Context: an optimization exercise on an open-source flow, tuned for small area, a short achievable clock period and few clock cycles per item. The choices shown serve that exercise and are no tape-out recipe.
At most, simulation tests tie the RTL to the original design; equivalence was not proved.
Only the layout flow was run in runs 1, 2, 5 and 6; the RTL was not checked for function there.
No activity file was given, so power comes from the tool's default toggle rates.

===== design/flow/run.sh =====
#!/bin/bash
# synth_recipe.tcl (not shown) runs the flow's synth.tcl, then flattens the netlist and writes it again
# the make line also repeats each setting of config.mk as NAME=value (left out here)
make -C /OpenROAD-flow-scripts/flow DESIGN_CONFIG=/design/flow/config.mk WORK_HOME=/design/flow/orfs CLKGATE_MAP_FILE= SYNTH_SCRIPT=/design/flow/synth_recipe.tcl finish

===== design/flow/config.mk =====
export PLATFORM = sky130hd
export DESIGN_NAME = harp_clockdec
export DESIGN_NICKNAME = harp_clockdec
export VERILOG_FILES = /design/flow/design.v
export SDC_FILE = /design/flow/constraint.sdc
export NUM_CORES = 4
export LEC_CHECK = 0
export ABC_CLOCK_PERIOD_IN_PS = 4000
export CAP_MARGIN = 20
export CORE_MARGIN = 2
export CORE_UTILIZATION = 40
export SETUP_SLACK_MARGIN = 5.0
export SLEW_MARGIN = 20

===== design/flow/constraint.sdc =====
create_clock -name core_clock -period 10.0 [get_ports {clk}]
set_input_delay 2.0000 -clock core_clock [delete_from_list [all_inputs] [get_ports {clk}]]
set_output_delay 2.0000 -clock core_clock [all_outputs]
set_load 0.01 [all_outputs]

===== design/flow/design.v =====
module harp_clockdec (
    input  wire        clk,
    input  wire        rst,               
    input  wire [23:0] cfg_sample_rate,   
    input  wire [15:0] cfg_baud,          
    input  wire        in_valid,
    output wire        in_ready,
    input  wire [31:0] in_time,           
    input  wire        in_state,          
    output wire        out_valid,
    output wire [31:0] out_local,         
    output wire [31:0] out_value,         
    output wire [1:0]  out_status         
);
    reg  [23:0] sr;
    reg  [15:0] baud;
    always @(posedge clk) begin
        sr   <= cfg_sample_rate;
        baud <= cfg_baud;
    end
    reg [8:0]  G;
    reg [4:0]  u;
    reg        rdy;
    reg        r0_v;
    reg [32:0] r0_d;         
    reg        r0_hp;        
    reg        r0_lvl;       
    assign in_ready = rdy;
    wire accept = in_valid && rdy;
    reg        have_prev;
    reg [31:0] prev_time;
    reg        prev_state;
    reg        in_range;
    wire [32:0] d_pos = r0_d;
    wire        neg   = d_pos[32];
    wire        boundary = !neg && ((|d_pos[31:23]) || (d_pos[22:0] > {1'b0, sr[23:1]}));
    wire [22:0] m      = d_pos[22:0] ^ {23{neg}};
    wire [31:0] m_ext  = {m, 9'd0} >> u;
    reg  [22:0] hi_mask;
    integer q;
    always @(*)
        for (q = 0; q < 23; q = q + 1)
            hi_mask[q] = (q >= u);
    wire        s0_ovf = neg ? ((d_pos[31:23] != 9'h1ff) || (d_pos[22:0] == 23'd0))
                             : (|(m & hi_mask));
    reg        r1_iv, r1_bnd, r1_cls, r1_neg, r1_ovf, r1_lvl;
    reg [22:0] r1_m;
    reg [8:0]  r1_msh;
    wire [17:0] y    = r1_msh * G;
    wire [4:0]  y_ip = y[17:13];
    wire [12:0] y_f  = y[12:0];
    wire        amb  = (y_f[12:10] == 3'b011) || (y_f == 13'h1000);
    wire        s1_slow = r1_iv && (r1_neg ? !r1_ovf : (r1_ovf || amb));
    reg        r2_iv, r2_bnd, r2_cls, r2_neg, r2_ovf, r2_lvl, r2_slow;
    reg [4:0]  r2_ip;
    reg        r2_rnd;       
    reg [2:0]  r2_tx;
    reg [22:0] r2_m;         
    wire [31:0] r2_time = {r2_tx, r2_rnd, r2_ip, r2_m};
    localparam [2:0] E_IDLE = 3'd0, E_INIT = 3'd1, E_DIV = 3'd2, E_RUN = 3'd3,
                     E_EVAL = 3'd4, E_READY = 3'd5, E_ZERO = 3'd6;
    reg [2:0]  e_st;
    reg [26:0] acc;
    reg        e_sat;        
    reg [5:0]  e_n;          
    reg [5:0]  lo, hi, ej;   
    reg        n_bit;        
    wire       stall = r2_iv && r2_slow && (e_st != E_READY);
    wire       adv   = !stall;
    wire [6:0]  nj    = {ej, 1'b0} - 7'd1;                  
    wire        t_bit = r2_m[22];
    wire [5:0]  e_n1  = e_n - 6'd1;
    wire        n_nxt = (e_st == E_RUN && e_n1 < 6'd7) ? nj[e_n1[2:0]] : 1'b0;
    reg  [26:0] e_a;
    reg         e_bs, e_ba;   
    reg         e_z;          
    always @(*) begin
        e_ba = 1'b0;
        case (e_st)
            E_INIT:  begin e_a = {11'd0, baud}; e_bs = 1'b1; end
            E_DIV:   begin e_a = {26'd0, t_bit}; e_bs = !acc[26]; e_ba = acc[26]; end
            default: begin
                e_a = (r2_neg && e_z) ? (t_bit ? {9'd0, baud, 2'b0} : {10'd0, baud, 1'b0})
                                      : (t_bit ? {10'd0, baud, 1'b0} : 27'd0);
                e_bs = n_bit;
            end
        endcase
    end
    wire [26:0] acc2  = (e_st == E_INIT) ? 27'd0 : {acc[25:0], 1'b0};
    wire [26:0] e_b   = e_bs ? ~{3'd0, sr} : e_ba ? {3'd0, sr} : 27'd0;
    wire [26:0] e_sum = acc2 + e_a + e_b + {26'd0, e_bs};
    wire        e_neg = e_sum[26];
    wire        e_big = (e_sum[26:24] != 3'b000) && (e_sum[26:24] != 3'b111);
    wire        a_zero = (acc == 27'd0);
    wire        e_ge   = (!acc[26] && !a_zero) || (a_zero && !ej[0]);
    wire [5:0]  lo_n   = e_ge ? ej : lo;
    wire [5:0]  hi_n   = e_ge ? hi : ej - 6'd1;
    wire [6:0]  mid_n  = {1'b0, lo_n} + {1'b0, hi_n} + 7'd1;
    wire [5:0]  lo_0   = r2_neg ? 6'd0 : r2_ovf ? 6'd16 : {1'b0, r2_ip};
    wire [5:0]  hi_0   = r2_neg ? 6'd1 : r2_ovf ? 6'd39 : {1'b0, r2_ip} + 6'd1;
    wire [6:0]  mid_0  = {1'b0, lo_0} + {1'b0, hi_0} + 7'd1;
    wire        e_done_now = (e_st == E_EVAL) && (lo_n == hi_n);
    reg [5:0]  bc_len;       
    reg        bc_fault;
    reg [31:0] bc_val;       
    wire [5:0]  k_w      = r2_slow ? lo : {1'b0, r2_ip};
    wire        k_c      = !r2_slow && r2_rnd;
    wire        go2      = r2_iv && adv;
    wire [5:0]  base_len = bc_len;
    wire [6:0]  end_len  = {1'b0, base_len} + {1'b0, k_w} + {6'd0, k_c};
    wire        wr       = go2 && !r2_neg;
    wire        base_fault_n = bc_fault || (r2_slow ? (lo != 6'd0) : r2_ovf);
    reg  [31:0] val_next;
    integer n;
    always @(*) begin
        for (n = 0; n < 32; n = n + 1) begin
            if (wr && ({1'b0, base_len} <= (1 + 10 * (n / 8) + (n % 8))) &&
                      (end_len > (1 + 10 * (n / 8) + (n % 8))))
                val_next[n] = r2_lvl;
            else
                val_next[n] = bc_val[n];
        end
    end
    reg [31:0] bc_local;     
    assign out_valid  = r2_bnd && r2_cls;
    assign out_local  = bc_local;
    assign out_status = bc_fault ? 2'd1 : (bc_len != 6'd39) ? 2'd2 : 2'd0;
    assign out_value  = (!bc_fault && bc_len == 6'd39) ? bc_val : 32'd0;
    wire c0       = r0_v && adv;                   
    wire s0_tok   = c0 && r0_hp;
    wire s0_bnd   = s0_tok && boundary;
    wire s0_cls   = s0_bnd && in_range;
    wire stall_n  = (adv ? s1_slow : (r2_iv && r2_slow)) &&
                    !((e_st == E_READY && !adv) || e_done_now);
    always @(posedge clk) begin
        if (rst) begin
            rdy        <= 1'b0;
            r0_v       <= 1'b0;
            have_prev  <= 1'b0;
            in_range   <= 1'b0;
            r1_iv <= 1'b0; r1_bnd <= 1'b0;
            r2_iv <= 1'b0; r2_bnd <= 1'b0;
            e_st       <= E_INIT;
            G          <= 9'd0;
            u          <= 5'd0;
        end else begin
            if (accept)
                r0_v <= 1'b1;
            else if (c0)
                r0_v <= 1'b0;
            if (accept)
                have_prev <= 1'b1;
            if (s0_bnd)
                in_range <= 1'b1;
            if (adv) begin
                r1_iv  <= s0_tok && !boundary;
                r1_bnd <= s0_bnd;
                r2_iv  <= r1_iv;
                r2_bnd <= r1_bnd;
            end
            rdy  <= !(e_st == E_INIT || e_st == E_ZERO || (e_st == E_DIV && !G[7])) && !stall_n;
            case (e_st)
                E_INIT: begin
                    e_st <= e_neg ? E_DIV : E_ZERO;
                    e_n  <= 6'd16;
                end
                E_ZERO: begin
                    e_st <= E_DIV;
                    e_n  <= 6'd0;
                end
                E_DIV: begin
                    e_n <= e_n + 6'd1;
                    G   <= {G[7:0], !e_neg};
                    if (G[7]) begin
                        e_st <= E_IDLE;
                        u    <= (e_n < 6'd19) ? 5'd0 : e_n[4:0] - 5'd19;
                    end
                end
                E_IDLE: begin
                    e_n <= 6'd22;
                    if (r2_iv && r2_slow)
                        e_st <= E_RUN;
                end
                E_RUN: begin
                    e_n <= e_n - 6'd1;
                    if (e_n == 6'd0)
                        e_st <= E_EVAL;
                end
                E_EVAL: begin
                    e_n  <= 6'd22;
                    e_st <= (lo_n == hi_n) ? E_READY : E_RUN;
                end
                E_READY: begin
                    if (adv)
                        e_st <= E_IDLE;
                end
                default: e_st <= E_IDLE;
            endcase
        end
    end
    always @(posedge clk) begin
        if (accept) begin
            r0_d       <= {1'b0, in_time} - {1'b0, prev_time};
            r0_hp      <= have_prev;
            r0_lvl     <= prev_state;
            prev_time  <= in_time;
            prev_state <= in_state;
        end
        if (adv) begin
            r1_cls <= s0_cls;
            r1_neg <= neg;
            r1_ovf <= s0_ovf;
            r1_m   <= boundary ? prev_time[22:0]  : m;
            r1_msh <= boundary ? prev_time[31:23] : m_ext[8:0];
            r1_lvl <= r0_lvl;
            r2_cls  <= r1_cls; r2_neg <= r1_neg; r2_ovf <= r1_ovf; r2_lvl <= r1_lvl;
            r2_slow <= s1_slow;
            r2_tx   <= r1_msh[8:6];
            r2_rnd  <= r1_bnd ? r1_msh[5]   : y_f[12];
            r2_ip   <= r1_bnd ? r1_msh[4:0] : y_ip;
        end
        if (r2_bnd)
            bc_local <= r2_time;
        n_bit <= n_nxt;
        e_z   <= (e_st == E_RUN) && (e_n == 6'd1);
        case (e_st)
            E_INIT: begin
                acc  <= e_sum;
                r2_m <= 23'd0;
            end
            E_ZERO: begin
                acc  <= 27'd0;
                r2_m <= {baud, 7'd0};
            end
            E_DIV: begin
                acc  <= e_sum;
                r2_m <= {r2_m[21:0], 1'b0};
            end
            E_RUN: begin
                if (!e_sat)
                    acc <= e_sum;
                e_sat <= e_sat || e_big;
                r2_m  <= {r2_m[21:0], r2_m[22]};
            end
            E_EVAL: begin
                acc   <= 27'd0;
                e_sat <= 1'b0;
                lo    <= lo_n;
                hi    <= hi_n;
                ej    <= mid_n[6:1];
            end
            default: begin
                acc   <= 27'd0;
                e_sat <= 1'b0;
                lo    <= lo_0;
                hi    <= hi_0;
                ej    <= mid_0[6:1];
                if (adv)
                    r2_m <= r1_m;
            end
        endcase
        if (r2_bnd)
            bc_fault <= 1'b0;
        else if (go2 && r2_neg)
            bc_fault <= base_fault_n;
        bc_val <= val_next;
        if (r2_bnd)
            bc_len <= 6'd0;
        else if (wr)
            bc_len <= (end_len > 7'd39) ? 6'd39 : end_len[5:0];
    end
endmodule

==> reports/results.txt, run 1 <==
outcome -> finished clean
Root Buffer -> clkbuf_16
die area -> 58700 sq um
Yosys top cell by area -> edfxtp_1
antenna violations before repair -> 0
Post-Synth Simple-Gate Area -> 14.7%
Initial Util -> 40.4%
Hold Crit Class -> reg2reg
Final GP Congestion -> 0.893
compound-cell area share of the yosys netlist -> 14.8%
Num CTS Buffers -> 41
Post-synth EDFFs -> 257
Die X -> 242 um
vias in the first global route -> 17500
Yosys cell types -> 77
area of the multi-input gates -> 12600 sq um
Slew HR -> 29.6%
critical setup path kind -> reg2reg
slowest stage delay, CP -> 0.54 ns
startpoint types -> register
CP dominant cell by count -> fa_1
largest family of logic cells by synthesized area -> compound AO/OA/AOI/OAI gates
asr flop ratio synth -> 0%
RSZ-0062 raised after global routing -> true
area delta synth->final -> 17.7%
Cell Area, Synth -> 22700 sq um
CP Capture Type -> register
First-pass DRT Iterations -> 7
final hold violations -> 0
critical path data required time -> 10.45 ns
pwr dens -> 251 nW/um^2
Fmax -> 0.204 GHz
DP Wirelength -> 47800 um
# IOs -> 144
worst path cell trace -> buf_6 -> nand2_1 -> fa_1 -> inv_1 -> fa_1 -> ha_1 -> inv_1 -> fa_1 -> inv_2 -> ha_4 -> a211o_1 -> a21oi_2 -> o21bai_1 -> or2_2 -> a2111o_1 -> o311a_1 -> o31a_1
Syn Area/Cell -> 9.99 sq um
Tcrit/Tclk final -> 49.1%
most common cell in the netlist -> edfxtp_1
Tot Pwr -> 6720 uW
# setup viols final -> 0
Critical path buffers and inverters -> 4
mux contribution to synthesized area -> 4.95%
# rows -> 87
Nets -> 2695
peak supply drop -> 0.000148 V
DR iter-0 viols -> 1772
register area -> 9230 sq um
cells after synthesis -> 2273
Max FO, Critical Path -> 5
Clock Path Buffers -> 3
Syn Nets -> 2570
max-slew violations -> 0
Synth warnings -> 1
Detailed Route WL -> 63700 um
cts hold-fix bufs -> 0
final antenna-violating net count -> 0
first-pass GRT wire length -> 99600 um
Post-Synth XOR/XNOR Area -> 5.15%
leakage -> 0.0110 uW
post-synth top area share -> 34.0%
port bufs -> 143
largest net degree at the start of global routing -> 71
Worst Tran Pin Value -> 1.03 ns
drt wl/cell -> 20.0 um
Worst path top cell family by delay -> adder cells
CP Data Arrival Time -> 5.36 ns
crit path time final -> 4.91 ns
Worst-path clk slew -> 0.06 ns
H-tree levels -> 2
Vias/cell -> 5.56
TritonCTS clock tree -> built
grt ovf -> 0
Yosys reg bits -> 331
DRC Markers -> 0
die height -> 242 um
share of cells above drive strength 1 -> 9.84%
leading register cell type out of synthesis -> edfxtp_1
adder-cell share of the synthesized area -> 14.6%
synth cell count leaders -> edfxtp_1 (257), nand2_1 (215), inv_1 (191)
sequential area share after synthesis -> 40.5%
Worst-Skew Late Latency -> 0.57 ns
Worst Skew -> 0.0224 ns
global-route usage over all layers -> 21.4%
top post-synthesis cells by area -> edfxtp_1 (34%), ha_1 (8.1%), dfxtp_1 (6.5%), fa_1 (6.5%), nand2_1 (3.6%)
Vias -> 17700
CTS sink count -> 331
CP max-delay cell -> edfxtp_1
setup TNS -> 0 ns
Core Region -> 56300 sq um
number of max-cap violations -> 0
fill count -> 5210
[state kept, by name, summed over array words and instances, names as in the netlist, 5 cells and up]
| register | flops |
|---|---|
| G | 9 |
| acc | 27 |
| baud | 16 |
| bc_len | 6 |
| bc_local | 32 |
| bc_val | 32 |
| e_n | 6 |
| ej | 6 |
| hi | 6 |
| lo | 6 |
| prev_time | 32 |
| r0_d | 33 |
| r1_m | 23 |
| r1_msh | 9 |
| r2_ip | 5 |
| r2_m | 23 |
| sr | 24 |
| u | 5 |
[report_power, final]
part	leakage [uW]	total (uW)	switching [uW]	internal [uW]
clock	0.000648	1450	606	845
combinational	0.00719	3060	1770	1280
sequential	0.00319	2210	308	1900
[path summary, 6_finish.rpt]
path / to / cells after the start / slack, ns / startpoint
setup / recovery: rdy / 17 / 5.09 / r1_msh[5]
hold reg to reg: r2_cls / 0 / 0.42 / r1_cls
hold / removal: r2_cls / 0 / 0.42 / r1_cls
setup reg to reg: rdy / 17 / 5.09 / r1_msh[5]
[through the flow]
step	instance area (sq um)	cells	setup WS (ns)	utilization (%)	hold slack (ns)
after floorplan	22700	2273	5.16	-	0.400
after global placement	24800	3074	4.02	44.1	0.405
after detailed placement	24800	3074	3.96	44.1	0.405
after CTS	26400	3172	4.99	46.9	0.420
after global routing	26700	3185	4.94	47.5	0.434
final	26700	3186	5.09	47.5	0.419
[cell usage in the layout (no fill, tap or decap), types with 15 or more instances in the layout]
cell type	Yosys	routed
dfxtp_1	74	61
nor2_1	163	161
nand3_1	37	37
o21ai_0	99	97
xnor2_1	84	83
xor2_1	47	46
mux4_2	20	20
fa_1	74	73
mux2_2	27	27
and2_1	88	85
nor3_1	51	51
a21oi_1	126	122
nor4_1	17	16
a22o_1	29	29
nand4_1	18	18
ha_1	147	139
clkbuf_16	0	45
inv_1	191	184
mux2i_1	37	37
and3_1	15	15
a211oi_1	25	22
clkdlybuf4s50_1	0	143
a21o_1	30	30
a222oi_1	30	30
nand2_1	215	212
a31oi_1	17	16
buf_4	3	44
o21a_1	24	24
nor2b_1	42	41
edfxtp_1	257	257
[cell families (layout without fill, tap and decap cells)]
kind of cell	after synthesis	count (layout)
other	1	2
xor gates and xnor gates	132	132
adders and majority gates	221	221
muxes	84	84
DFF	331	331
and+or+nand+nor	694	694
AOI/OAI and AO/OA	500	500
buffers and inverters	310	466
[metal layers]
layer  GRT usage (%)  share of wire [%]
met1            28.9                 43
met2            35.9                 48
met3            3.51                6.6
met4            5.65                2.6
met5               0                  0
[area by class of cell]
| class | instances | area share [%] |
|---|---|---|
| multi-input combinational | 1632 | 47.1 |
| antenna | 1 | 0.00936 |
| clock inverter | 21 | 0.585 |
| timing repair buffer | 199 | 7.22 |
| clock buffer | 53 | 4.32 |
| tap | 756 | 3.54 |
| sequential | 331 | 34.5 |
| inverter | 193 | 2.71 |
[what timing repair did]
item                                    CTS  global route
endpoints found under the setup margin   23            19
gates resized for setup                  29            48
pin swaps                                 7            37
gates cloned                              0             1
setup buffers                            24            12
[worst register-to-register path, delay by kind of cell (launching register included)]
| kind | cells | cell delay (ns) |
|---|---|---|
| AOI/OAI and AO/OA | 6 | 1.70 |
| adders and majority gates | 5 | 1.94 |
| DFF | 1 | 0.54 |
| and+or+nand+nor | 2 | 0.33 |
| buffers and inverters | 4 | 0.31 |
==> run 2, diff against run 1 <==
--- a/design/flow/design.v
+++ b/design/flow/design.v
@@ -12,12 +12,8 @@
     output wire [31:0] out_value,         
     output wire [1:0]  out_status         
 );
-    reg  [23:0] sr;
-    reg  [15:0] baud;
-    always @(posedge clk) begin
-        sr   <= cfg_sample_rate;
-        baud <= cfg_baud;
-    end
+    wire [23:0] sr   = cfg_sample_rate;
+    wire [15:0] baud = cfg_baud;
     reg [8:0]  G;
     reg [4:0]  u;
     reg        rdy;
==> run 2 against run 1 <==
  * Clock-buffer cell count is 7 lower
  * First-iteration DRC count is 26% lower
  * Sequential power is about 10% lower
  * Via count is 0.58% higher
  * Total power is 5.2% higher
  * Routed wire length is 0.43% lower
  * Combinational power is 19% higher
  * Critical endpoint is now e_sat
  * Largest power group unchanged
==> reports/results.txt, run 2 <==
outcome -> finished clean
asr flop ratio synth -> 0%
Yosys cell types -> 76
Critical R2R Capture -> e_sat
grt ovf -> 0
commonest non-fill, non-tap cell in the layout -> edfxtp_1
RSZ-0062 raised after global routing -> true
drt wl/cell -> 20.0 um
reg2reg path depth -> 19
peak supply drop -> 0.000148 V
worst r2r src -> e_st[2]
Gate power share -> 51.3%
Syn Nets -> 2617
Initial Util -> 40.6%
leading register cell type out of synthesis -> edfxtp_1
Reg power frac -> 28.2%
Clock Path Buffers -> 3
CP Data Arrival Time -> 5.43 ns
NetSw -> 2850 uW
setup TNS -> 0 ns
Detailed Route WL -> 63500 um
Clock power frac -> 20.5%
Critical Path Sink -> e_sat
pwr dens -> 267 nW/um^2
number of flip-flops under the largest register name -> 33
# IOs -> 144
critical setup path kind -> in2reg
Syn Area/Cell -> 9.46 sq um
DR iter-0 viols -> 1311
Reg with most FFs -> r0_d
Fmax -> 0.196 GHz
cts hold-fix bufs -> 0
die area -> 56800 sq um
most common cell in the netlist -> edfxtp_1
fill count -> 4965
share of cells above drive strength 1 -> 13.3%
First-pass DRT Iterations -> 7
Worst Tran Pin Value -> 1.07 ns
H-tree levels -> 2
Hold Crit Class -> reg2reg
sw frac -> 40.3%
Synth warnings -> 1
max-slew violations -> 0
leakage -> 0.0108 uW
Num CTS Buffers -> 36
r2r setup slk -> 5.02 ns
# rows -> 85
Nets -> 2750
port bufs -> 143
Post-synth EDFFs -> 257
largest net degree at the start of global routing -> 68
Tcrit/Tclk final -> 51.1%
Worst-Skew Late Latency -> 0.56 ns
# setup viols final -> 0
final antenna-violating net count -> 0
Max FO, Critical Path -> 5
synth cell count leaders -> edfxtp_1 (257), nand2_1 (249), nor2_1 (174)
Worst-path clk slew -> 0.06 ns
first-pass GRT wire length -> 97500 um
critical path data required time -> 10.32 ns
post-synth top area share -> 35.2%
Final GP Congestion -> 0.950
cells after synthesis -> 2320
CP Capture Type -> register
sequential area share after synthesis -> 38.3%
area delta synth->final -> 20.8%
antenna violations before repair -> 1
Vias/cell -> 5.60
DRC Markers -> 0
DP Wirelength -> 46100 um
Critical Path Source -> cfg_sample_rate[13]
number of max-cap violations -> 0
Core Region -> 54000 sq um
top post-synthesis cells by area -> edfxtp_1 (35%), ha_1 (8.4%), fa_1 (6.7%), nand2_1 (4.3%), a21oi_1 (3.9%)
TritonCTS clock tree -> built
Slew HR -> 28.0%
global-route usage over all layers -> 22.0%
Yosys reg bits -> 291
Worst Skew -> 0.0221 ns
Vias -> 17800
startpoint types -> input pin
final hold violations -> 0
Power Internal -> 4220 uW
Die X -> 238 um
vias in the first global route -> 17100
commonest non-fill, non-tap cells in the layout -> edfxtp_1 (257), nand2_1 (244), nor2_1 (171), a21oi_1 (161), inv_1 (158)
Yosys top cell by area -> edfxtp_1
die height -> 238 um
Root Buffer -> clkbuf_16
crit path time final -> 5.11 ns
Cell Area, Synth -> 22000 sq um
Util after Layout -> 49.1%
CTS sink count -> 291
[run 2: cell count changes after synthesis, sizes merged, moves of 18 or more]
cell	before	now
a21oi	126	171
dfxtp	74	34
nand2	215	249
a222oi	30	1
nor2b	42	70
o21ai	101	128
inv	191	165
clkbuf	92	115
a22o	29	11
[run 2: kinds of logic after synthesis]
kind of cell | count (synthesis) | synth area share [%]
adder cells (fa/ha/maj) | 221 | 15.1
AO/OA/AOI/OAI | 529 | 15.2
XOR/XNOR | 133 | 5.31
buffers and inverters | 292 | 5.03
AND/OR/NAND/NOR | 788 | 17.5
flip-flops | 291 | 38.3
multiplexers | 65 | 3.55
other | 1 | 0.0171
[run 2: what timing repair did]
item                                    in CTS  in global routing
endpoints found under the setup margin      37                 65
buffers inserted                            34                 19
gates resized for setup                    103                127
pin swaps                                   31                 80
cloned                                       0                  0
[run 2: cell type report]
type	instances	area, sq um	share of cell area (%)
Clock buffer	46	1020	3.85
Tap cell	696	871	3.29
Sequential cell	291	8420	31.8
Timing Repair Buffer	222	2070	7.80
Inverter	165	619	2.34
Multi-Input combinational cell	1737	13200	49.9
Antenna cell	1	2.50	0.00944
Clock inverter	19	285	1.08
[run 2: power groups by stage]
stage	Sequential (uW)	Clock (uW)	Combinational (uW)
final	1990	1450	3630
after global routing	2020	1520	3980
after CTS	1980	1480	3260
after detailed placement	2010	0	2980
after global placement	2000	0	2970
after floorplan	1830	0	2310
[run 2: worst min-delay path by stage]
stage | end | slack [ns] | start | cells after the start
final | r1_lvl | 0.42 | r0_lvl | 0
after global routing | bc_local[30] | 0.44 | r2_tx[1] | 0
after floorplan | bc_local[29] | 0.40 | r2_tx[0] | 0
after CTS | r1_lvl | 0.42 | r0_lvl | 0
after detailed placement | bc_local[31] | 0.41 | r2_tx[2] | 0
after global placement | r0_lvl | 0.40 | prev_state | 0
[run 2: worst max-delay path, cell delays in order]
cell             delay, ns
clkdlybuf4s50_1       0.49
o21ai_1               0.43
fa_1                  0.50
ha_1                  0.36
o21a_1                0.13
o21ai_1               0.16
a21oi_1               0.10
nor2_2                0.22
nor3_2                0.08
and3b_1               0.23
o22ai_2               0.07
or4_1                 0.40
o2111a_1              0.25
[run 2: layer usage]
metal	up-vias	track usage (%)	part of all wire, %
li1	8482	-	-
met1	8643	30.4	44
met2	572	35.5	47
met3	110	3.93	6.6
met4	0	6.55	2.8
met5	-	0	0
[run 2: stage by stage]
step                      worst slack, ns  std cells  total power [uW]  area [sq um]  hold slack [ns]
after floorplan                      4.44       2320              4140         22100            0.400
after global placement               3.50       3058              4970         24100            0.402
after detailed placement             3.47       3058              4990         24100            0.407
after CTS                            4.65       3157              6720         25900            0.420
after global routing                 4.78       3176              7530         26500            0.436
final                                4.89       3177              7070         26500            0.418
==> run 3, diff against run 2 <==
--- a/design/flow/design.v
+++ b/design/flow/design.v
@@ -12,8 +12,12 @@
     output wire [31:0] out_value,         
     output wire [1:0]  out_status         
 );
-    wire [23:0] sr   = cfg_sample_rate;
-    wire [15:0] baud = cfg_baud;
+    reg  [23:0] sr;
+    reg  [15:0] baud;
+    always @(posedge clk) begin
+        sr   <= cfg_sample_rate;
+        baud <= cfg_baud;
+    end
     reg [8:0]  G;
     reg [4:0]  u;
     reg        rdy;
@@ -31,7 +35,12 @@
     wire        neg   = d_pos[32];
     wire        boundary = !neg && ((|d_pos[31:23]) || (d_pos[22:0] > {1'b0, sr[23:1]}));
     wire [22:0] m      = d_pos[22:0] ^ {23{neg}};
-    wire [31:0] m_ext  = {m, 9'd0} >> u;
+    wire [31:0] m_x    = {m, 9'd0};
+    wire [24:0] m_l4   = u[4] ? {9'd0, m_x[31:16]} : m_x[24:0];
+    wire [16:0] m_l3   = u[3] ? m_l4[24:8] : m_l4[16:0];
+    wire [12:0] m_l2   = u[2] ? m_l3[16:4] : m_l3[12:0];
+    wire [10:0] m_l1   = u[1] ? m_l2[12:2] : m_l2[10:0];
+    wire [8:0]  m_ext  = u[0] ? m_l1[9:1]  : m_l1[8:0];
     reg  [22:0] hi_mask;
     integer q;
     always @(*)
@@ -42,7 +51,13 @@
     reg        r1_iv, r1_bnd, r1_cls, r1_neg, r1_ovf, r1_lvl;
     reg [22:0] r1_m;
     reg [8:0]  r1_msh;
-    wire [17:0] y    = r1_msh * G;
+    reg  [17:0] y;           
+    integer i;
+    always @(*) begin
+        y = 18'd0;
+        for (i = 0; i < 9; i = i + 1)
+            y = y + ({9'd0, r1_msh & {9{G[i]}}} << i);
+    end
     wire [4:0]  y_ip = y[17:13];
     wire [12:0] y_f  = y[12:0];
     wire        amb  = (y_f[12:10] == 3'b011) || (y_f == 13'h1000);
@@ -57,7 +72,6 @@
                      E_EVAL = 3'd4, E_READY = 3'd5, E_ZERO = 3'd6;
     reg [2:0]  e_st;
     reg [26:0] acc;
-    reg        e_sat;        
     reg [5:0]  e_n;          
     reg [5:0]  lo, hi, ej;   
     reg        n_bit;        
@@ -86,7 +100,7 @@
     wire [26:0] e_b   = e_bs ? ~{3'd0, sr} : e_ba ? {3'd0, sr} : 27'd0;
     wire [26:0] e_sum = acc2 + e_a + e_b + {26'd0, e_bs};
     wire        e_neg = e_sum[26];
-    wire        e_big = (e_sum[26:24] != 3'b000) && (e_sum[26:24] != 3'b111);
+    wire        e_sat = (acc[26:24] != 3'b000) && (acc[26:24] != 3'b111);
     wire        a_zero = (acc == 27'd0);
     wire        e_ge   = (!acc[26] && !a_zero) || (a_zero && !ej[0]);
     wire [5:0]  lo_n   = e_ge ? ej : lo;
@@ -235,19 +249,16 @@
             E_RUN: begin
                 if (!e_sat)
                     acc <= e_sum;
-                e_sat <= e_sat || e_big;
                 r2_m  <= {r2_m[21:0], r2_m[22]};
             end
             E_EVAL: begin
                 acc   <= 27'd0;
-                e_sat <= 1'b0;
                 lo    <= lo_n;
                 hi    <= hi_n;
                 ej    <= mid_n[6:1];
             end
             default: begin
                 acc   <= 27'd0;
-                e_sat <= 1'b0;
                 lo    <= lo_0;
                 hi    <= hi_0;
                 ej    <= mid_0[6:1];
==> design/flow/config.mk (replaced) <==
export PLATFORM = sky130hd
export DESIGN_NAME = harp_clockdec
export DESIGN_NICKNAME = harp_clockdec
export VERILOG_FILES = /design/flow/design.v
export SDC_FILE = /design/flow/constraint.sdc
export NUM_CORES = 4
export LEC_CHECK = 0
export ABC_CLOCK_PERIOD_IN_PS = 5000
export CAP_MARGIN = 20
export CORE_MARGIN = 2
export CORE_UTILIZATION = 40
export SETUP_SLACK_MARGIN = 4.5
export SLEW_MARGIN = 20
==> run 3 against run 2 <==
  * Sequential share of layout area is 4.3 points higher
  * Worst hold slack lost 0.0011 ns
  * Highest routed layer unchanged
  * Global-route usage fell by 1.3 points
  * Routed wire length is 7.2% lower
  * Still clean
  * Cell count shrank 3.7%
  * Die area down 0.39%
  * Critical path depth up 5
  * Sequential cell count increased by 39
==> reports/results.txt, run 3 <==
global-route usage over all layers -> 20.8%
number of flip-flops under the largest register name -> 33
Num CTS Buffers -> 41
CTS sink count -> 330
outcome -> finished clean
drt wl/cell -> 19.3 um
commonest non-fill, non-tap cell in the layout -> edfxtp_1
Die X -> 238 um
# setup viols final -> 0
grt ovf -> 0
# IOs -> 144
Post-synth EDFFs -> 256
Yosys top cell by area -> edfxtp_1
Yosys cell types -> 78
# diodes -> 0
Slew HR -> 20.7%
Vias -> 17000
worst path cell trace -> buf_4 -> and2_1 -> fa_1 -> inv_1 -> fa_1 -> inv_1 -> fa_1 -> inv_1 -> fa_1 -> inv_1 -> ha_1 -> a21oi_1 -> o21ai_1 -> xnor2_1 -> nor4_1 -> o41a_1 -> o22a_1 -> a2111oi_4
DP Wirelength -> 44100 um
Initial Util -> 40.5%
cells after synthesis -> 2233
Nets -> 2624
final hold violations -> 0
slowest stage delay, CP -> 0.54 ns
commonest non-fill, non-tap cells in the layout -> edfxtp_1 (256), nand2_1 (231), nor2_1 (173), inv_1 (162), a21oi_1 (152)
asr flop ratio synth -> 0%
peak supply drop -> 0.000140 V
Tcrit/Tclk final -> 52.6%
Worst Skew -> 0.0235 ns
final antenna-violating net count -> 0
Max FO, Critical Path -> 7
# rows -> 85
die area -> 56500 sq um
post-synth top area share -> 35.2%
Core Region -> 53900 sq um
Worst-Skew Late Latency -> 0.59 ns
CP max-delay cell -> edfxtp_1
vias in the first global route -> 16700
startpoint types -> register
Util after Layout -> 47.2%
antenna violations before repair -> 1
share of cells above drive strength 1 -> 6.90%
fill count -> 4990
Syn Nets -> 2528
Cell Area, Synth -> 21900 sq um
Worst path top cell family by delay -> adder cells
synth cell count leaders -> edfxtp_1 (256), nand2_1 (231), nor2_1 (174)
Clock Path Buffers -> 3
Worst-path clk slew -> 0.07 ns
Yosys reg bits -> 330
RSZ-0062 raised after global routing -> false
Fmax -> 0.190 GHz
Synth warnings -> 1
leading register cell type out of synthesis -> edfxtp_1
CP Data Arrival Time -> 5.75 ns
Hold Crit Class -> reg2reg
Reg with most FFs -> r0_d
crit path time final -> 5.26 ns
TritonCTS clock tree -> built
number of max-cap violations -> 0
largest net degree at the start of global routing -> 71
First-pass DRT Iterations -> 9
max-slew violations -> 0
die height -> 238 um
leakage -> 0.0105 uW
Vias/cell -> 5.56
first-pass GRT wire length -> 92400 um
Root Buffer -> clkbuf_16
Tot Pwr -> 6160 uW
area delta synth->final -> 16.5%
setup TNS -> 0 ns
Final GP Congestion -> 0.942
Detailed Route WL -> 58900 um
Worst Tran Pin Value -> 1.17 ns
port bufs -> 143
Syn Area/Cell -> 9.79 sq um
DRC Markers -> 0
Critical path buffers and inverters -> 5
sequential area share after synthesis -> 41.9%
CP Capture Type -> register
H-tree levels -> 2
critical path data required time -> 10.49 ns
DR iter-0 viols -> 1463
pwr dens -> 242 nW/um^2
top post-synthesis cells by area -> edfxtp_1 (35%), ha_1 (8.2%), fa_1 (6.9%), dfxtp_1 (6.8%), nand2_1 (4.0%)
most common cell in the netlist -> edfxtp_1
critical setup path kind -> reg2reg
## run 3: cell types whose count changed after synthesis, sizes merged, moves of 15 or more
cell    change
nor2b      -22
xor2       -15
dfxtp      +40
a222oi     +15
a22oi      -20
nand2      -18
## run 3: kinds of logic (layout without fill, tap and decap cells)
group,after synthesis,in the layout,share of synthesized area [%]
other cells,1,1,0.0172
flops,330,330,41.9
buf+inv,287,415,4.97
simple gates,712,713,15.5
xor+xnor,111,111,4.45
mux,38,38,1.88
compound gates,535,535,16.1
fa+ha+maj,219,219,15.1
## run 3: worst paths after layout
path              startpoint      endpoint  slack [ns]  depth (start not counted)
setup reg to reg   r1_msh[3]           rdy        4.74                         18
setup / recovery   r1_msh[3]           rdy        4.74                         18
hold / removal      r2_tx[2]  bc_local[31]        0.42                          0
hold reg to reg     r2_tx[2]  bc_local[31]        0.42                          0
## run 3: cell type report
| class | instances | area (sq um) | area share, % |
|---|---|---|---|
| Clock buffer | 54 | 1090 | 4.30 |
| Clock inverter | 22 | 270 | 1.06 |
| Inverter | 165 | 619 | 2.43 |
| Multi-Input combinational cell | 1617 | 11700 | 46.1 |
| Sequential cell | 330 | 9190 | 36.1 |
| Tap cell | 696 | 871 | 3.42 |
| Timing Repair Buffer | 174 | 1700 | 6.68 |
## run 3: repair_timing
action                     CTS  global route
setup endpoints to repair   14            13
resized for setup           13            23
pin swaps                    0             1
hold buffers                 0             0
setup buffers               10             1
cloned                       0             2
## run 3: per-stage QoR
stage | instance area [sq um] | instances | worst slack [ns] | hold WS [ns]
2_1_floorplan | 21900 | 2233 | 5.05 | 0.400
3_3_place_gp | 23900 | 2969 | 4.14 | 0.406
3_5_place_dp | 23900 | 2969 | 3.95 | 0.406
4_1_cts | 25300 | 3055 | 4.51 | 0.419
5_1_grt | 25500 | 3058 | 4.50 | 0.433
6_report | 25500 | 3058 | 4.74 | 0.417
## run 3: report_power, final
part	internal, uW	switching [uW]	leakage, uW
Clock	890	611	0.000662
Combinational	1040	1470	0.00663
Sequential	1860	278	0.00317
## run 3: per-layer routing
metal  track usage [%]  share of wire (%)  up-vias  wire length (um)
li1                  -                  -     8108                 -
met1              28.3                 44     8184             26100
met2              33.7                 46      594             26900
met3              3.48                6.9      111              4080
met4              6.77                3.0        0              1790
met5                 0                  0        -                 0
Testbench counts of run 3, summed over its fixed seeds: cycles 7,654, transitions 7,479.
==> run 4, diff against run 3 <==
==> design/flow/config.mk (replaced) <==
export PLATFORM = sky130hd
export DESIGN_NAME = harp_clockdec
export DESIGN_NICKNAME = harp_clockdec
export VERILOG_FILES = /design/flow/design.v
export SDC_FILE = /design/flow/constraint.sdc
export NUM_CORES = 4
export LEC_CHECK = 0
export ABC_CLOCK_PERIOD_IN_PS = 4000
export CAP_MARGIN = 20
export CORE_MARGIN = 2
export CORE_UTILIZATION = 40
export SETUP_SLACK_MARGIN = 5.0
export SLEW_MARGIN = 20
==> run 4 against run 3 <==
  * Via count rose by 0.89%
  * Total power rose by 1.6%
  * Core utilization rose by 0.63 points
  * Critical path depth rose by 3
==> reports/results.txt, run 4 <==
outcome -> finished clean
die height -> 238 um
max-slew violations -> 0
die area -> 56500 sq um
Nets -> 2641
critical setup path kind -> reg2reg
antenna violations before repair -> 1
drt wl/cell -> 19.5 um
Worst-Skew Late Latency -> 0.59 ns
final antenna-violating net count -> 0
crit path time final -> 5.05 ns
CP Data Arrival Time -> 5.54 ns
CP dominant cell by count -> fa_1
# rows -> 85
startpoint types -> register
number of flip-flops under the largest register name -> 33
Core Region -> 53900 sq um
Cell Area, Synth -> 21900 sq um
Final GP Congestion -> 0.942
Die X -> 238 um
grt ovf -> 0
Worst Skew -> 0.0236 ns
pwr dens -> 242 nW/um^2
Hold Crit Endpoint -> bc_local[31]
top post-synthesis cells by area -> edfxtp_1 (35%), ha_1 (8.2%), fa_1 (6.9%), dfxtp_1 (6.8%), nand2_1 (4.0%)
# IOs -> 144
Worst-path clk slew -> 0.06 ns
worst r2r src -> r1_msh[3]
Tot Pwr -> 6250 uW
r2r setup slk -> 4.95 ns
Num CTS Buffers -> 41
hold path startpoint -> r2_tx[2]
Hold Crit Depth -> 0
DR iter-0 viols -> 1436
slowest stage delay, CP -> 0.54 ns
Worst Tran Pin Value -> 1.10 ns
Clock power frac -> 24.0%
Hold Crit Class -> reg2reg
vias in the first global route -> 16900
Reg with most FFs -> r0_d
# diodes -> 0
Post-synth EDFFs -> 256
cells after synthesis -> 2233
synth cell count leaders -> edfxtp_1 (256), nand2_1 (231), nor2_1 (174)
share of cells above drive strength 1 -> 9.00%
sw frac -> 38.5%
post-synth top area share -> 35.2%
global-route usage over all layers -> 21.1%
CTS sink count -> 330
Tcrit/Tclk final -> 50.5%
final hold slack -> 0.417 ns
Syn Area/Cell -> 9.79 sq um
GR Util met1 -> 28.5%
Synth warnings -> 1
GR Util met3 -> 3.77%
Critical R2R Capture -> rdy
sequential area share after synthesis -> 41.9%
Vias -> 17100
asr flop ratio synth -> 0%
Slew HR -> 26.9%
TritonCTS clock tree -> built
most common cell in the netlist -> edfxtp_1
Util after Layout -> 47.9%
Syn Nets -> 2528
routing usage on met2 -> 34.1%
number of max-cap violations -> 0
worst path cell trace -> buf_6 -> buf_6 -> and2_4 -> fa_1 -> inv_1 -> fa_1 -> inv_2 -> fa_1 -> inv_1 -> fa_1 -> inv_2 -> ha_4 -> inv_2 -> o21bai_1 -> a21oi_2 -> buf_4 -> xnor2_2 -> and3_1 -> o41a_1 -> o22a_1 -> a2111oi_4
Vias/cell -> 5.58
Reg power frac -> 34.0%
Yosys reg bits -> 330
GR peak layer -> met2
CP Capture Type -> register
final hold violations -> 0
Initial Util -> 40.5%
Fmax -> 0.198 GHz
DRC Markers -> 0
Gate power share -> 42.0%
CP max-delay cell -> fa_1
commonest non-fill, non-tap cell in the layout -> edfxtp_1
port bufs -> 143
NetSw -> 2410 uW
commonest non-fill, non-tap cells in the layout -> edfxtp_1 (256), nand2_1 (231), nor2_1 (173), inv_1 (159), a21oi_1 (151)
first-pass GRT wire length -> 93600 um
RSZ-0062 raised after global routing -> true
H-tree levels -> 2
Max FO, Critical Path -> 4
DP Wirelength -> 44100 um
reg2reg path depth -> 21
critical path data required time -> 10.49 ns
leading register cell type out of synthesis -> edfxtp_1
Power Internal -> 3850 uW
Detailed Route WL -> 59900 um
Yosys cell types -> 78
setup TNS -> 0 ns
largest net degree at the start of global routing -> 71
leakage -> 0.0106 uW
# setup viols final -> 0
Yosys top cell by area -> edfxtp_1
Clock Path Buffers -> 3
peak supply drop -> 0.000140 V
area delta synth->final -> 18.1%
First-pass DRT Iterations -> 7
Root Buffer -> clkbuf_16
run 4: cell types whose count changed in the layout (fill, tap and decap cells not counted), moves of 4 or more:
| cell | before | now |
|---|---|---|
| ha_4 | 0 | 4 |
| o21ai_0 | 118 | 111 |
| buf_4 | 27 | 39 |
| ha_1 | 144 | 140 |
| o21ai_1 | 2 | 7 |
| and2_4 | 3 | 10 |
| and2_1 | 90 | 83 |
run 4: power groups by stage:
stage	combinational [uW]	clock, uW	sequential (uW)
after floorplan	1890	0	1980
after global placement	2360	0	2150
after detailed placement	2400	0	2160
after CTS	2530	1540	2130
after global routing	2920	1590	2150
final	2630	1500	2130
run 4: cell families after synthesis:
logic type / share of synthesized area [%]
buffers and inverters: 4.97
XOR/XNOR: 4.45
AO/OA/AOI/OAI: 16.1
flip-flops: 41.9
multiplexers: 1.88
AND/OR/NAND/NOR: 15.5
other: 0.0172
adder cells (fa/ha/maj): 15.1
run 4: stage by stage:
stage	cells	instance area, sq um	worst slack [ns]
final	3075	25800	4.95
after global routing	3075	25800	4.74
after CTS	3069	25600	5.01
after detailed placement	2969	23900	3.95
after global placement	2969	23900	4.14
after floorplan	2233	21900	5.05
run 4: how the worst max path moves through the flow:
stage	from	endpoint
6_report	r1_msh[3]	rdy
5_1_grt	r1_msh[4]	r2_ip[4]
4_1_cts	r1_msh[4]	rdy
3_5_place_dp	e_st[0]	acc[23]
3_3_place_gp	e_st[0]	acc[23]
2_1_floorplan	r1_msh[7]	r2_ip[4]
run 4: timing repair:
item                                    4_1_cts  5_1_grt
resized for setup                            52       36
gates cloned                                  2        1
pin swaps                                    14       20
endpoints found under the setup margin       25       17
buffers inserted                             22        5
hold buffers                                  0        0
run 4: worst max-delay path: cells and delay by family (launching register included):
family | cells | cell delay (ns)
buf+inv | 8 | 0.64
xor+xnor | 1 | 0.12
flops | 1 | 0.43
fa+ha+maj | 5 | 2.34
compound gates | 5 | 1.11
simple gates | 2 | 0.32
run 4: cell type report:
type                       count  area [sq um]
inverter                     165           619
multi-input combinational   1617         11900
clock inverter                22           270
fill                        4957         28100
timing repair buffer         191          1860
tap                          696           871
sequential                   330          9190
clock buffer                  54          1090
run 4: per-layer routing:
layer	vias to the layer above	share of wire (%)
li1	8152	-
met1	8258	44
met2	613	46
met3	126	7.0
met4	0	3.2
met5	-	0
==> run 5, diff against run 4 <==
--- a/design/flow/design.v
+++ b/design/flow/design.v
@@ -22,19 +22,23 @@
     reg [4:0]  u;
     reg        rdy;
     reg        r0_v;
-    reg [32:0] r0_d;         
+    reg [22:0] r0_d;         
+    reg        r0_neg;       
+    reg        r0_hnz;       
+    reg        r0_hno;       
     reg        r0_hp;        
     reg        r0_lvl;       
     assign in_ready = rdy;
     wire accept = in_valid && rdy;
     reg        have_prev;
     reg [31:0] prev_time;
+    wire [32:0] in_d = {1'b0, in_time} - {1'b0, prev_time};
     reg        prev_state;
     reg        in_range;
-    wire [32:0] d_pos = r0_d;
-    wire        neg   = d_pos[32];
-    wire        boundary = !neg && ((|d_pos[31:23]) || (d_pos[22:0] > {1'b0, sr[23:1]}));
-    wire [22:0] m      = d_pos[22:0] ^ {23{neg}};
+    wire [22:0] d_pos = r0_d;
+    wire        neg   = r0_neg;
+    wire        boundary = !neg && (r0_hnz || (d_pos > {1'b0, sr[23:1]}));
+    wire [22:0] m      = d_pos ^ {23{neg}};
     wire [31:0] m_x    = {m, 9'd0};
     wire [24:0] m_l4   = u[4] ? {9'd0, m_x[31:16]} : m_x[24:0];
     wire [16:0] m_l3   = u[3] ? m_l4[24:8] : m_l4[16:0];
@@ -46,7 +50,7 @@
     always @(*)
         for (q = 0; q < 23; q = q + 1)
             hi_mask[q] = (q >= u);
-    wire        s0_ovf = neg ? ((d_pos[31:23] != 9'h1ff) || (d_pos[22:0] == 23'd0))
+    wire        s0_ovf = neg ? (r0_hno || (d_pos == 23'd0))
                              : (|(m & hi_mask));
     reg        r1_iv, r1_bnd, r1_cls, r1_neg, r1_ovf, r1_lvl;
     reg [22:0] r1_m;
@@ -210,7 +214,10 @@
     end
     always @(posedge clk) begin
         if (accept) begin
-            r0_d       <= {1'b0, in_time} - {1'b0, prev_time};
+            r0_d       <= in_d[22:0];
+            r0_neg     <= in_d[32];
+            r0_hnz     <= |in_d[31:23];
+            r0_hno     <= ~&in_d[31:23];
             r0_hp      <= have_prev;
             r0_lvl     <= prev_state;
             prev_time  <= in_time;
==> run 5 against run 4 <==
  * Combinational power is 8.7% higher
  * Synthesized cell count up 1.3%
  * Clock skew rose by 0.0040 ns
  * Clock-buffer cell count increased by 1
  * Critical path depth down 4
  * Worst hold slack gained 0.00063 ns
  * Sequential cell count fell by 7
  * Routed wire length increased by 6.4%
  * Via count increased by 2.9%
  * Global-route usage increased by 1.1 points
  * Critical path type unchanged
  * Highest routed layer unchanged
  * Critical endpoint is now r2_ip[4]
==> reports/results.txt, run 5 <==
peak supply drop -> 0.000133 V
die height -> 238 um
Regs by FF count -> bc_local (32), bc_val (32), prev_time (32)
die area -> 56700 sq um
largest net degree at the start of global routing -> 64
number of max-cap violations -> 0
post-synth top area share -> 34.1%
RSZ-0062 raised after global routing -> true
Yosys cell types -> 82
synth cell count leaders -> edfxtp_1 (249), nand2_1 (247), inv_1 (174)
share of cells above drive strength 1 -> 10.8%
leakage -> 0.0109 uW
Yosys top cell by area -> edfxtp_1
CP dominant cell by count -> fa_1
final antenna-violating net count -> 0
Syn Nets -> 2557
DRC Markers -> 0
Post-synth EDFFs -> 249
Syn Area/Cell -> 9.69 sq um
top post-synthesis cells by area -> edfxtp_1 (34%), ha_1 (8.2%), fa_1 (6.8%), dfxtp_1 (6.8%), nand2_1 (4.2%)
Core Region -> 54000 sq um
Initial Util -> 40.6%
antenna violations before repair -> 0
NetSw -> 2570 uW
leading register cell type out of synthesis -> edfxtp_1
area delta synth->final -> 19.0%
Root Buffer -> clkbuf_16
CP Data Arrival Time -> 5.42 ns
max-slew violations -> 0
Design Area, Final -> 26100 sq um
critical setup path kind -> reg2reg
Max FO, Critical Path -> 5
Clock power frac -> 22.2%
crit path time final -> 5.11 ns
Worst-Skew Late Latency -> 0.57 ns
Nets -> 2696
Die X -> 238 um
cts hold-fix bufs -> 0
Fmax -> 0.196 GHz
critical path data required time -> 10.31 ns
asr flop ratio synth -> 0%
grt ovf -> 0
Yosys reg bits -> 323
Vias/cell -> 5.64
sequential area share after synthesis -> 40.9%
DR iter-0 viols -> 1409
worst path cell trace -> and2_4 -> fa_1 -> fa_1 -> fa_1 -> ha_1 -> ha_2 -> fa_2 -> a21o_1 -> a21oi_2 -> o21bai_1 -> a21oi_2 -> nor2b_1 -> o21a_1 -> o31a_1 -> o41ai_2 -> xnor2_1 -> mux2_2
sw frac -> 40.1%
Final GP Congestion -> 0.942
Worst Skew -> 0.0276 ns
port bufs -> 143
CP max-delay cell -> fa_1
CTS sink count -> 323
setup TNS -> 0 ns
Slew HR -> 27.9%
Reg power frac -> 33.2%
pwr dens -> 246 nW/um^2
commonest non-fill, non-tap cell in the layout -> edfxtp_1
# setup viols final -> 0
slowest stage delay, CP -> 0.58 ns
cells after synthesis -> 2262
# rows -> 85
outcome -> finished clean
most common cell in the netlist -> edfxtp_1
Tot Pwr -> 6410 uW
r2r setup slk -> 4.89 ns
Cell Area, Synth -> 21900 sq um
Vias -> 17600
First-pass DRT Iterations -> 6
final hold slack -> 0.418 ns
TritonCTS clock tree -> built
startpoint types -> register
Detailed Route WL -> 63700 um
final hold violations -> 0
Clock Path Buffers -> 3
Power Internal -> 3840 uW
Tcrit/Tclk final -> 51.1%
Worst Tran Pin Value -> 1.07 ns
# IOs -> 144
placed cell area -> 24000 sq um
fill count -> 5033
global-route usage over all layers -> 22.2%
Num CTS Buffers -> 40
# diodes -> 0
H-tree levels -> 2
commonest non-fill, non-tap cells in the layout -> edfxtp_1 (249), nand2_1 (243), inv_1 (167), nor2_1 (166), clkdlybuf4s50_1 (138)
Util after Layout -> 48.3%
drt wl/cell -> 20.4 um
DP Wirelength -> 46700 um
Hold Crit Class -> reg2reg
CP Capture Type -> register
Gate power share -> 44.7%
vias in the first global route -> 17300
first-pass GRT wire length -> 98000 um
Worst-path clk slew -> 0.05 ns
Synth warnings -> 1
-- run 5: cell count changes after synthesis, sizes merged, moves of 14 or more --
cell    change
and2       +22
inv        +14
a21oi      -14
nor2b      -27
nand2b     -15
nor3       +19
a21o       +17
o21ai      -15
nand2      +16
-- run 5: kinds of logic (layout without fill, tap and decap cells) --
family	after synthesis	in the layout	synth area share, %
AO/OA/AOI/OAI	549	549	16.9
buffers and inverters	293	459	5.06
flip-flops	323	323	40.9
other	1	1	0.0171
XOR/XNOR	110	110	4.39
adder cells (fa/ha/maj)	219	219	15.1
multiplexers	38	38	1.88
AND/OR/NAND/NOR	729	731	15.8
-- run 5: timing repair --
action,4_1_cts,5_1_grt
setup buffers,31,9
pin swaps,24,32
cloned,3,1
resized for setup,57,56
setup endpoints to repair,30,18
-- run 5: metal layers --
metal | up-vias | wire length [um] | track usage (%)
met5 | - | 0 | 0
met4 | 0 | 2110 | 7.52
met3 | 119 | 3970 | 3.29
met2 | 616 | 30700 | 37.8
met1 | 8558 | 27000 | 28.9
li1 | 8350 | - | -
-- run 5: worst paths after layout --
path | end | from | depth (start not counted)
worst max-delay path | r2_ip[4] | r1_msh[4] | 17
worst min register to register | r2_lvl | r1_lvl | 0
worst max register to register | r2_ip[4] | r1_msh[4] | 17
worst min-delay path | r2_lvl | r1_lvl | 0
-- run 5: through the flow --
stage          worst slack [ns]  cells
3_3_place_gp               3.73   3010
4_1_cts                    4.90   3115
6_report                   4.89   3126
3_5_place_dp               3.51   3010
5_1_grt                    4.74   3126
2_1_floorplan              4.97   2262
-- run 5: critical path, delay by kind of cell (launching register included) --
kind / cells / cell delay [ns]
AOI/OAI and AO/OA: 7 / 1.34
and+or+nand+nor: 2 / 0.29
muxes: 1 / 0.26
xor gates and xnor gates: 1 / 0.10
adders and majority gates: 6 / 2.36
DFF: 1 / 0.52
-- run 5: area by class of cell --
class	count	area, sq um	area share [%]
clock buffer	55	1120	4.29
clock inverter	16	154	0.590
inverter	177	679	2.60
multi-input combinational	1648	12300	47.1
sequential	323	8980	34.4
tap	696	871	3.34
timing repair buffer	211	1990	7.61
-- run 5: power groups by stage --
| stage | clock [uW] | sequential [uW] | combinational [uW] |
|---|---|---|---|
| after detailed placement | 0 | 2150 | 2680 |
| after global placement | 0 | 2150 | 2640 |
| final | 1420 | 2120 | 2860 |
| after floorplan | 0 | 1960 | 2080 |
| after CTS | 1460 | 2120 | 2780 |
| after global routing | 1510 | 2150 | 3180 |
==> run 6, diff against run 5 <==
--- a/design/flow/config.mk
+++ b/design/flow/config.mk
@@ -9,5 +9,6 @@
 export CAP_MARGIN = 20
 export CORE_MARGIN = 2
 export CORE_UTILIZATION = 40
+export CTS_BUF_LIST = sky130_fd_sc_hd__clkbuf_4 sky130_fd_sc_hd__clkbuf_8
 export SETUP_SLACK_MARGIN = 5.0
 export SLEW_MARGIN = 20
==> run 6 against run 5 <==
  * First-iteration DRC count up 1.3%
  * Still clean
  * Critical path type unchanged
  * Combinational power about the same
  * Clock skew down 0.0026 ns
  * Setup slack better by 0.0095 ns
  * Worst hold slack worse by 0.00094 ns
  * Critical path depth unchanged
==> reports/results.txt, run 6 <==
Gate power share -> 44.2%
setup TNS -> 0 ns
Core Region -> 54000 sq um
top post-synthesis cells by area -> edfxtp_1 (34%), ha_1 (8.2%), fa_1 (6.8%), dfxtp_1 (6.8%), nand2_1 (4.2%)
Num CTS Buffers -> 58
startpoint types -> register
area delta synth->final -> 19.1%
Worst path top cell family by delay -> adder cells
Yosys cell types -> 82
leading register cell type out of synthesis -> edfxtp_1
# setup viols final -> 0
Worst Tran Pin Value -> 1.09 ns
Critical path buffers and inverters -> 0
max-slew violations -> 0
Syn Area/Cell -> 9.69 sq um
Post-synth EDFFs -> 249
fin cells -> 3162
RSZ-0062 raised after global routing -> true
# diodes -> 0
CP Capture Type -> register
port bufs -> 143
Regs by FF count -> bc_local (32), bc_val (32), prev_time (32)
final antenna-violating net count -> 0
sw frac -> 39.8%
DP Wirelength -> 46700 um
crit path time final -> 5.10 ns
final hold slack -> 0.417 ns
pwr dens -> 249 nW/um^2
Slew HR -> 27.1%
Vias -> 17800
DR iter-0 viols -> 1428
CP max-delay cell -> fa_1
die area -> 56700 sq um
NetSw -> 2590 uW
cells after synthesis -> 2262
placed cell area -> 24000 sq um
final worst setup slack -> 4.90 ns
leakage -> 0.0110 uW
Design Area, Final -> 26100 sq um
Detailed Route WL -> 64000 um
synth cell count leaders -> edfxtp_1 (249), nand2_1 (247), inv_1 (174)
Final GP Congestion -> 0.942
H-tree levels -> 2
Initial Util -> 40.6%
critical setup path kind -> reg2reg
CP dominant cell by count -> fa_1
CP Data Arrival Time -> 5.52 ns
# rows -> 85
Power Internal -> 3920 uW
First-pass DRT Iterations -> 6
die height -> 238 um
outcome -> finished clean
Fmax -> 0.196 GHz
Syn Nets -> 2557
Reg power frac -> 32.7%
sequential area share after synthesis -> 40.9%
DRC Markers -> 0
Vias/cell -> 5.61
TritonCTS clock tree -> built
global-route usage over all layers -> 22.3%
final hold violations -> 0
largest net degree at the start of global routing -> 64
number of max-cap violations -> 0
Yosys reg bits -> 323
Clock Path Buffers -> 3
slowest stage delay, CP -> 0.59 ns
Root Buffer -> clkbuf_8
vias in the first global route -> 17500
asr flop ratio synth -> 0%
Yosys top cell by area -> edfxtp_1
Hold Crit Class -> reg2reg
# IOs -> 144
grt ovf -> 0
cell total after placement -> 3010
most common cell in the netlist -> edfxtp_1
Clock power frac -> 23.2%
worst path cell trace -> and2_4 -> fa_1 -> fa_1 -> fa_1 -> ha_4 -> ha_4 -> fa_2 -> a21o_1 -> a21oi_2 -> o21bai_1 -> a21oi_2 -> nor2b_1 -> o21a_1 -> o31a_1 -> o41ai_2 -> xnor2_1 -> mux2_2
antenna violations before repair -> 0
commonest non-fill, non-tap cells in the layout -> edfxtp_1 (249), nand2_1 (242), inv_1 (169), nor2_1 (165), clkdlybuf4s50_1 (141)
Worst-path clk slew -> 0.06 ns
commonest non-fill, non-tap cell in the layout -> edfxtp_1
Tcrit/Tclk final -> 51.0%
Die X -> 238 um
Worst-Skew Late Latency -> 0.67 ns
CTS sink count -> 323
drt wl/cell -> 20.2 um
Nets -> 2711
Max FO, Critical Path -> 6
share of cells above drive strength 1 -> 12.0%
first-pass GRT wire length -> 98600 um
Worst Skew -> 0.0249 ns
pre-CTS setup slack -> 3.51 ns
Cell Area, Synth -> 21900 sq um
peak supply drop -> 0.000120 V
Synth warnings -> 1
post-synth top area share -> 34.1%
critical path data required time -> 10.42 ns
## run 6: cell counts after synthesis
No cell type changed its count.
## run 6: final cells by class
type / count / area [sq um]
fill: 5045 / 27900
multi-input combinational: 1648 / 12200
sequential: 323 / 8980
timing repair buffer: 208 / 1960
clock buffer: 81 / 1040
tap: 696 / 871
inverter: 177 / 679
clock inverter: 29 / 379
## run 6: power groups by stage
stage	Sequential [uW]	Clock (uW)	Combinational, uW
2_1_floorplan	1960	0	2080
3_3_place_gp	2150	0	2640
3_5_place_dp	2150	0	2680
4_1_cts	2120	1550	2790
5_1_grt	2150	1600	3190
6_report	2130	1510	2880
## run 6: kinds of logic (layout without fill, tap and decap cells)
| group | after synthesis | in the layout | synth area share (%) |
|---|---|---|---|
| simple gates | 729 | 731 | 15.8 |
| compound gates | 549 | 549 | 16.9 |
| flops | 323 | 323 | 40.9 |
| buf+inv | 293 | 495 | 5.06 |
| fa+ha+maj | 219 | 219 | 15.1 |
| xor+xnor | 110 | 110 | 4.39 |
| mux | 38 | 38 | 1.88 |
| other cells | 1 | 1 | 0.0171 |
## run 6: worst paths after layout
| path | start | to | slack, ns | cells past startpoint |
|---|---|---|---|---|
| max | r1_msh[3] | r2_ip[4] | 4.90 | 17 |
| min | r1_lvl | r2_lvl | 0.42 | 0 |
| max reg2reg | r1_msh[3] | r2_ip[4] | 4.90 | 17 |
| min reg2reg | r1_lvl | r2_lvl | 0.42 | 0 |
## run 6: timing repair
| item | 4_1_cts | 5_1_grt |
|---|---|---|
| pin swaps | 17 | 30 |
| resized for setup | 44 | 47 |
| setup endpoints to repair | 30 | 48 |
| gates cloned | 3 | 2 |
| hold endpoints to repair | 0 | 0 |
| hold buffers | 0 | 0 |
| setup buffers | 25 | 12 |
## run 6: through the flow
stage	power [uW]	util, %
4_1_cts	6450	47.7
5_1_grt	6940	48.3
3_5_place_dp	4830	44.5
2_1_floorplan	4040	-
3_3_place_gp	4790	44.5
6_report	6510	48.3
## run 6: metal layers
layer	share of wire, %	global-route usage (%)	wire length [um]	vias to the layer above
met5	0	0	0	-
met4	3.3	8.11	2080	0
met3	6.0	3.01	3820	119
met2	48	38.3	30800	651
met1	43	28.8	27300	8582
li1	-	-	-	8400

separate check: timing with driven ports:
How much do the figures lean on ideal ports? The routed layouts below were timed once more, with nothing changed but the port constraints.
Step 1: set_driving_cell puts a clkbuf_16 on clk and a buf_2 on each other input, an assumption about the parent block.
Step 2 times the ports against the registers' clock, not the clock port: input delays grow and output delays shrink by t, the midpoint of the rising clock arrivals with the driver on.
a / b / c = ideal / step 1 / step 2; a / b = the first two.
run | shift t [ns] | setup WS [ns] | worst hold slack (ns) | clock arrival spread, ns
run 1 | 0.615 | 5.089 / 5.089 / 4.639 | 0.419 / 0.419 / 0.419 | 0.029 / 0.028
run 2 | 0.605 | 4.890 / 4.886 / 4.281 | 0.418 / 0.418 / 0.418 | 0.026 / 0.027
run 3 | 0.629 | 4.736 / 4.736 / 4.464 | 0.417 / 0.417 / 0.417 | 0.025 / 0.026
run 4 | 0.633 | 4.950 / 4.950 / 4.627 | 0.417 / 0.417 / 0.417 | 0.024 / 0.024
run 5 | 0.611 | 4.894 / 4.894 / 4.456 | 0.418 / 0.418 / 0.418 | 0.028 / 0.028
run 6 | 0.710 | 4.904 / 4.904 / 4.362 | 0.417 / 0.417 / 0.417 | 0.027 / 0.027
After both steps setup and hold are still met in every run listed. The setup slack of run 2, which loses most, moves by -0.004 ns with the drivers and by -0.609 ns with both steps.
